Source: an optimization exercise on an open RTL-to-GDS flow (aim: small area). Production flows keep margins and buffers that such runs may drop. Only simulation tests tie the RTL to the original design; equivalence was not proved. Power figures rest on the tool's default switching activity, not on a simulated workload.

== build 90 ==
// gfig_rx
module gfig_rx (
    input  wire         clk,
    input  wire         rst,         
    input  wire         in_valid,
    input  wire [7:0]   in_data,
    input  wire         in_last,
    output wire         in_ready,
    output reg          rep_valid,
    output reg  [2:0]   rep_code,
    output wire [279:0] rep_data
);
For scale: ~1300 cells after synthesis, roughly 300 I/O pins, ~0.017 sq mm of cells after synthesis.
clock: 14.0 ns
lec_check: 0
abc_area: 1
cap_margin: 20
core_margin: 2
core_utilization: 60
slew_margin: 20
standard.sh (not shown) runs the stock make flow with config.mk's settings and CLKGATE_MAP_FILE= SYNTH_SCRIPT=/design/flow/synth_recipe.tcl, a recipe that flattens the netlist after the stock synthesis.
==> flow/flow/run.sh <==
#!/bin/bash
# Standard ORFS layout with single-drive port buffers and a leaner clock tree.
set -euo pipefail
export BUFFER_PORTS_ARGS="-buffer_cell sky130_fd_sc_hd__buf_1"
export CTS_ARGS="-sink_clustering_enable -repair_clock_nets -dont_use_dummy_load -buf_list {sky130_fd_sc_hd__clkbuf_4} -sink_clustering_size 10 -sink_clustering_max_diameter 40"
bash standard.sh > run_standard.log 2>&1
Build 90 ran to completion and came out clean on the timing, design-rule and antenna checks.
Changes in build 79 relative to build 90:
==> flow/flow/run.sh <==
#!/bin/bash
# Standard ORFS layout with single-drive port buffers and a leaner clock tree.
set -euo pipefail
export BUFFER_PORTS_ARGS="-buffer_cell sky130_fd_sc_hd__buf_1"
export CTS_ARGS="-sink_clustering_enable -repair_clock_nets -dont_use_dummy_load -buf_list {sky130_fd_sc_hd__clkbuf_8} -sink_clustering_size 18 -sink_clustering_max_diameter 50"
bash standard.sh > run_standard.log 2>&1
diff --git a/flow/config.mk b/flow/config.mk
--- a/flow/config.mk
+++ b/flow/config.mk
@@ -6,5 +6,4 @@
 export NUM_CORES = 4
 export LEC_CHECK = 0
-export ABC_AREA = 1
 export CAP_MARGIN = 20
 export CORE_MARGIN = 2
--- outcome ---
Between build 79 and build 90, it is build 79 whose wire length of the first global-routing pass is lower, by 2.1%. Changes observed in build 79 relative to build 90: height of the die moved up; synthesized-area fraction occupied by and/or/nand/nor cells moved down. Build 90 reports its top metal layer carrying routed signals as met4 while build 79 reports met5.
[inputs] build 35 vs build 79
==> flow/run.sh (new file) <==
#!/bin/bash
# synth_recipe.tcl (not shown) runs the flow's synth.tcl, then flattens the netlist and writes it again
# the make line also repeats each setting of config.mk as NAME=value (left out here)
make -C /OpenROAD-flow-scripts/flow DESIGN_CONFIG=/design/flow/config.mk WORK_HOME=/design/flow/orfs CLKGATE_MAP_FILE= SYNTH_SCRIPT=/design/flow/synth_recipe.tcl finish
diff --git a/flow/config.mk b/flow/config.mk
--- a/flow/config.mk
+++ b/flow/config.mk
@@ -8,4 +8,4 @@
 export CAP_MARGIN = 20
 export CORE_MARGIN = 2
-export CORE_UTILIZATION = 60
+export CORE_UTILIZATION = 40
 export SLEW_MARGIN = 20
removed: flow/flow/run.sh
removed: flow/standard.sh
Results
- In the final reports, the cell area of build 35 is larger than that of build 79.
- Build 79 → build 35: clock-pin transition on the worst setup and hold timing paths fell by 0.04 ns; proportion of layout cells with a drive suffix above 1 has increased.

========
The RTL this note starts from:
==> flow/design.v <==
module gfig_rx (
    input  wire         clk,
    input  wire         rst,         
    input  wire         in_valid,
    input  wire [7:0]   in_data,
    input  wire         in_last,
    output wire         in_ready,
    output reg          rep_valid,
    output wire [2:0]   rep_code,
    output wire [279:0] rep_data
);
    localparam integer N = 35;               
    localparam [7:0] M0 = 8'hB2;
    localparam [7:0] M1 = 8'hA1;
    localparam [15:0] CRC_MAGIC = 16'hC0AB;  
    localparam [3:0] S_IDLE  = 4'd0;         
    localparam [3:0] S_LOOP  = 4'd1;         
    localparam [3:0] S_SCAN  = 4'd2;         
    localparam [3:0] S_MG    = 4'd3;         
    localparam [3:0] S_HDRV  = 4'd4;
    localparam [3:0] S_HDRT  = 4'd5;
    localparam [3:0] S_USTL  = 4'd6;         
    localparam [3:0] S_ABS   = 4'd7;         
    localparam [3:0] S_FDONE = 4'd8;         
    localparam [3:0] S_RWAIT = 4'd9;
    localparam [3:0] S_CLEAR = 4'd10;
    localparam [3:0] S_CHK   = 4'd11;
    localparam [3:0] S_RCNT  = 4'd12;
    reg [8*N-1:0] rr;        
    reg [8*N-1:0] pr;        
    reg [5:0] ph;
    wire [5:0] ph_n = {ph[4:3], ~(ph[5] ^ ph[4]), ph[1:0], ~(ph[2] | ph[1])};
    reg [3:0]  st;
    reg [5:0]  hd;           
    reg [5:0]  tl;           
    reg [5:0]  ln;           
    reg [5:0]  k;            
    reg [3:0]  inv;
    reg [15:0] crc;
    reg        ok;           
    reg        ce;           
    reg        nz;           
    reg        mg;           
    reg        ux;           
    reg        pb;           
    reg        vb;           
    reg        mal;          
    reg [1:0]  tp;           
    function [15:0] crc_byte;
        input [15:0] c;
        input [7:0]  b;
        integer j;
        reg [15:0] r;
        begin
            r = c ^ {b, 8'h00};
            for (j = 0; j < 8; j = j + 1)
                r = r[15] ? ((r << 1) ^ 16'h1021) : (r << 1);
            crc_byte = r;
        end
    endfunction
    wire       empty = (ln == 6'd0);
    wire acc = (st == S_IDLE) ||
               !ce ||
               (st == S_ABS && empty);
    assign in_ready = acc && (ph == tl) && (ln != N);
    wire take = in_valid && in_ready;
    wire [7:0] x = rr[8*N-1 -: 8];
    wire       rd = (ph == hd) && !empty;
    wire [15:0] crc_nx = crc_byte(crc, x);
    reg [5:0] n2, n1, lastf, kst;
    always @* begin
        case (tp)
            2'd1:    begin n2 = 6'd14; n1 = 6'd15; lastf = 6'd12; end
            2'd2:    begin n2 = 6'd62; n1 = 6'd63; lastf = 6'd38; end
            default: begin n2 = 6'd12; n1 = 6'd13; lastf = 6'd11; end
        endcase
        case (tp)
            2'd1:    kst = 6'd42;
            2'd2:    kst = 6'd55;
            default: kst = 6'd40;
        endcase
    end
    wire rd_scan = (st == S_SCAN) && rd;
    wire rd_abs  = (st == S_ABS) && rd;
    wire rd_hdr  = ((st == S_HDRV) && (ph == hd)) || (st == S_HDRT);
    wire consume = rd_scan || rd_abs || rd_hdr;
    wire pwr = rd_abs && (k >= 6'd4) && (k <= lastf);
    wire [7:0] rr_in = take ? in_data : rr[8*N-1 -: 8];
    wire [7:0] pr_in = pwr ? x : (st == S_CLEAR) ? 8'h00 : pr[8*N-1 -: 8];
    assign rep_code = (st == S_CLEAR) ? {1'b0, tp} :
                      (st == S_CHK)   ? {2'b10, mal} : 3'd6;
    genvar g;
    generate
        for (g = 0; g < N; g = g + 1) begin : g_rep
            assign rep_data[8*g +: 8] = pr[8*(N-1-g) +: 8];
        end
    endgenerate
    always @(posedge clk) begin
        rr <= {rr[8*N-9:0], rr_in};
        pr <= {pr[8*N-9:0], pr_in};
    end
    always @(posedge clk) begin
        if (rst) begin
            st        <= S_CLEAR;
            tp        <= 2'd0;
            mal       <= 1'b0;
            ph        <= 6'd0;
            k         <= 6'd29;
            hd        <= 6'd0;
            tl        <= 6'd0;
            ln        <= 6'd0;
            inv       <= 4'd0;
            ce        <= 1'b1;
            nz        <= 1'b0;
            mg        <= 1'b0;
            ux        <= 1'b0;
            pb        <= 1'b0;
            rep_valid <= 1'b0;
        end else begin
            ph        <= ph_n;
            rep_valid <= 1'b0;
            if (take)
                ce <= in_last;
            if (consume)
                hd <= ph_n;
            if (take)
                tl <= ph_n;
            if (take)
                ln <= ln + 6'd1;
            else if (consume)
                ln <= ln - 6'd1;
            case (st)
                S_IDLE: begin
                    if (take)
                        st <= S_LOOP;
                end
                S_LOOP: begin
                    if (nz || ln >= 6'd8 || (ux && ln >= 6'd5) || (mg && ln >= 6'd6)) begin
                        ux <= 1'b0;
                        if (mg) begin
                            st <= S_MG;
                        end else begin
                            if (!nz && !ux)
                                pb <= 1'b0;
                            st <= S_SCAN;
                        end
                    end else if (ce) begin
                        st <= S_IDLE;
                    end
                end
                S_SCAN: begin
                    if (rd) begin
                        pb <= (x == M0);
                        if (pb && x == M1) begin
                            nz  <= 1'b0;
                            mg  <= 1'b1;
                            crc <= CRC_MAGIC;
                            st  <= S_MG;
                        end
                    end else if (empty && ce) begin
                        nz <= 1'b1;
                        st <= S_IDLE;
                    end
                end
                S_MG: begin
                    if (ln >= 6'd2)
                        st <= S_HDRV;
                    else if (ce)
                        st <= S_IDLE;
                end
                S_HDRV: begin
                    if (ph == hd) begin
                        ok  <= (x == 8'h01);
                        vb  <= (x == M0);
                        crc <= crc_nx;
                        st  <= S_HDRT;
                    end
                end
                S_HDRT: begin
                    if (x == 8'h01 || x == 8'h02 || x == 8'h03) begin
                        crc <= crc_nx;
                        mg <= 1'b0;
                        tp <= x[1:0];
                        k  <= 6'd4;
                        st <= S_ABS;
                    end else begin
                        mg  <= vb && (x == M1);
                        crc <= CRC_MAGIC;
                        pb  <= (x == M0);
                        ux <= 1'b1;
                        st <= S_USTL;
                    end
                end
                S_USTL: begin
                    if (ce) begin
                        inv       <= inv + 4'd1;
                        rep_valid <= 1'b1;
                        st        <= S_CHK;
                    end
                end
                S_ABS: begin
                    if (rd) begin
                        k <= k + 6'd1;
                        if (k < n2)
                            crc <= crc_nx;
                        else
                            ok <= ok && (x == ((k == n2) ? crc[7:0] : crc[15:8]));
                        if (k == n1)
                            st <= S_FDONE;
                    end
                end
                S_FDONE: begin
                    if (ce)
                        st <= S_RWAIT;
                end
                S_RWAIT: begin
                    if (ph == hd) begin
                        k  <= kst;
                        st <= S_RCNT;
                    end
                end
                S_RCNT: begin
                    k <= k + 6'd1;
                    if (k == 6'd63) begin
                        k <= 6'd29;
                        if (ok) begin
                            inv       <= 4'd0;
                            rep_valid <= 1'b1;
                        end else begin
                            inv <= inv + 4'd1;
                            mal <= 1'b1;
                        end
                        st <= S_CLEAR;
                    end
                end
                S_CLEAR: begin
                    k <= k + 6'd1;
                    if (k == 6'd63) begin
                        if (tp == 2'd0) begin
                            st <= S_IDLE;
                        end else if (mal) begin
                            rep_valid <= 1'b1;
                            st        <= S_CHK;
                        end else begin
                            st <= S_LOOP;
                        end
                    end
                end
                S_CHK: begin
                    mal <= 1'b0;
                    if (inv > 4'd10) begin
                        inv       <= 4'd0;
                        hd        <= tl;
                        ln        <= 6'd0;
                        nz        <= 1'b0;
                        ux        <= 1'b0;
                        mg        <= 1'b0;
                        rep_valid <= 1'b1;
                        st        <= S_IDLE;
                    end else begin
                        st <= S_LOOP;
                    end
                end
                default: st <= S_IDLE;
            endcase
        end
    end
endmodule
export LEC_CHECK = 0
export ABC_AREA = 1
export CAP_MARGIN = 20
export CORE_MARGIN = 2
export CORE_UTILIZATION = 70
export SLEW_MARGIN = 20
create_clock -name core_clock -period 14.0 [get_ports {clk}]
==> flow/flow/run.sh <==
#!/bin/bash
# Standard ORFS layout with single-drive port buffers and a leaner clock tree.
set -euo pipefail
export BUFFER_PORTS_ARGS="-buffer_cell sky130_fd_sc_hd__buf_1"
export CTS_ARGS="-sink_clustering_enable -repair_clock_nets -dont_use_dummy_load -buf_list {sky130_fd_sc_hd__clkbuf_16} -sink_clustering_size 30 -sink_clustering_max_diameter 50"
bash standard.sh > run_standard.log 2>&1
Then changed:
==> flow/flow/run.sh (replaced) <==
#!/bin/bash
# Standard ORFS layout with single-drive port buffers and a leaner clock tree.
set -euo pipefail
export BUFFER_PORTS_ARGS="-buffer_cell sky130_fd_sc_hd__buf_1"
export CTS_ARGS="-sink_clustering_enable -repair_clock_nets -dont_use_dummy_load -buf_list {sky130_fd_sc_hd__clkbuf_4} -sink_clustering_size 10 -sink_clustering_max_diameter 60"
bash standard.sh > run_standard.log 2>&1
What happened:
- die area does not change
- wire length fell by a little under a tenth
- non-clock buffer count stays the same
- critical path depth rose by 1
- setup slack got worse by 0.059 ns
Then changed:
==> flow/flow/run.sh (replaced) <==
#!/bin/bash
# Standard ORFS layout with single-drive port buffers and a leaner clock tree.
set -euo pipefail
export BUFFER_PORTS_ARGS="-buffer_cell sky130_fd_sc_hd__buf_1"
export CTS_ARGS="-sink_clustering_enable -repair_clock_nets -dont_use_dummy_load -buf_list {sky130_fd_sc_hd__clkbuf_4} -sink_clustering_size 10 -sink_clustering_max_diameter 40"
bash standard.sh > run_standard.log 2>&1
=> The new run finished with timing, DRC and antenna clean. Worst setup slack got worse by 0.019 ns. Power is about the same. Synthesized cell count does not change.
Then changed:
==> flow/flow/run.sh (replaced) <==
#!/bin/bash
# Standard ORFS layout with single-drive port buffers and a leaner clock tree.
set -euo pipefail
export BUFFER_PORTS_ARGS="-buffer_cell sky130_fd_sc_hd__buf_1"
export CTS_ARGS="-sink_clustering_enable -repair_clock_nets -dont_use_dummy_load -buf_list {sky130_fd_sc_hd__clkbuf_4} -sink_clustering_size 11 -sink_clustering_max_diameter 30"
bash standard.sh > run_standard.log 2>&1
Result: Via count is about the same; sequential power is about the same; core utilization is higher by 0.30 points.

[static timing again, ports no longer ideal]
How much do the figures lean on ideal ports? The routed layouts below were timed once more, with nothing changed but the port constraints.
Step 1 assumes that a clkbuf_16 drives the clock port and a buf_2 every other input.
Step 2, shift: input delay + t, output delay - t, t = (earliest + latest rising clock arrival at the registers) / 2. This alone moves slack from input paths to output paths.
Three values: ideal ports, drivers, drivers and shift; two values: the first two.
run	shift t [ns]	setup WS [ns]	hold WS [ns]
build 90	0.683	7.932 / 7.901 / 8.584	0.242 / 0.242 / 0.242
build 79	0.586	7.313 / 7.268 / 7.854	0.280 / 0.280 / 0.280
build 35	0.631	6.955 / 6.905 / 7.536	0.321 / 0.321 / 0.321
the first run of note 2	0.554	9.122 / 9.070 / 9.214	0.295 / 0.295 / 0.295
the second run of note 2	0.706	9.063 / 9.020 / 9.175	0.288 / 0.288 / 0.288
the third run of note 2	0.704	9.044 / 9.000 / 9.199	0.271 / 0.271 / 0.271
the fourth run of note 2	0.701	9.024 / 8.975 / 9.182	0.239 / 0.239 / 0.239
After both steps every run listed still meets setup and hold.
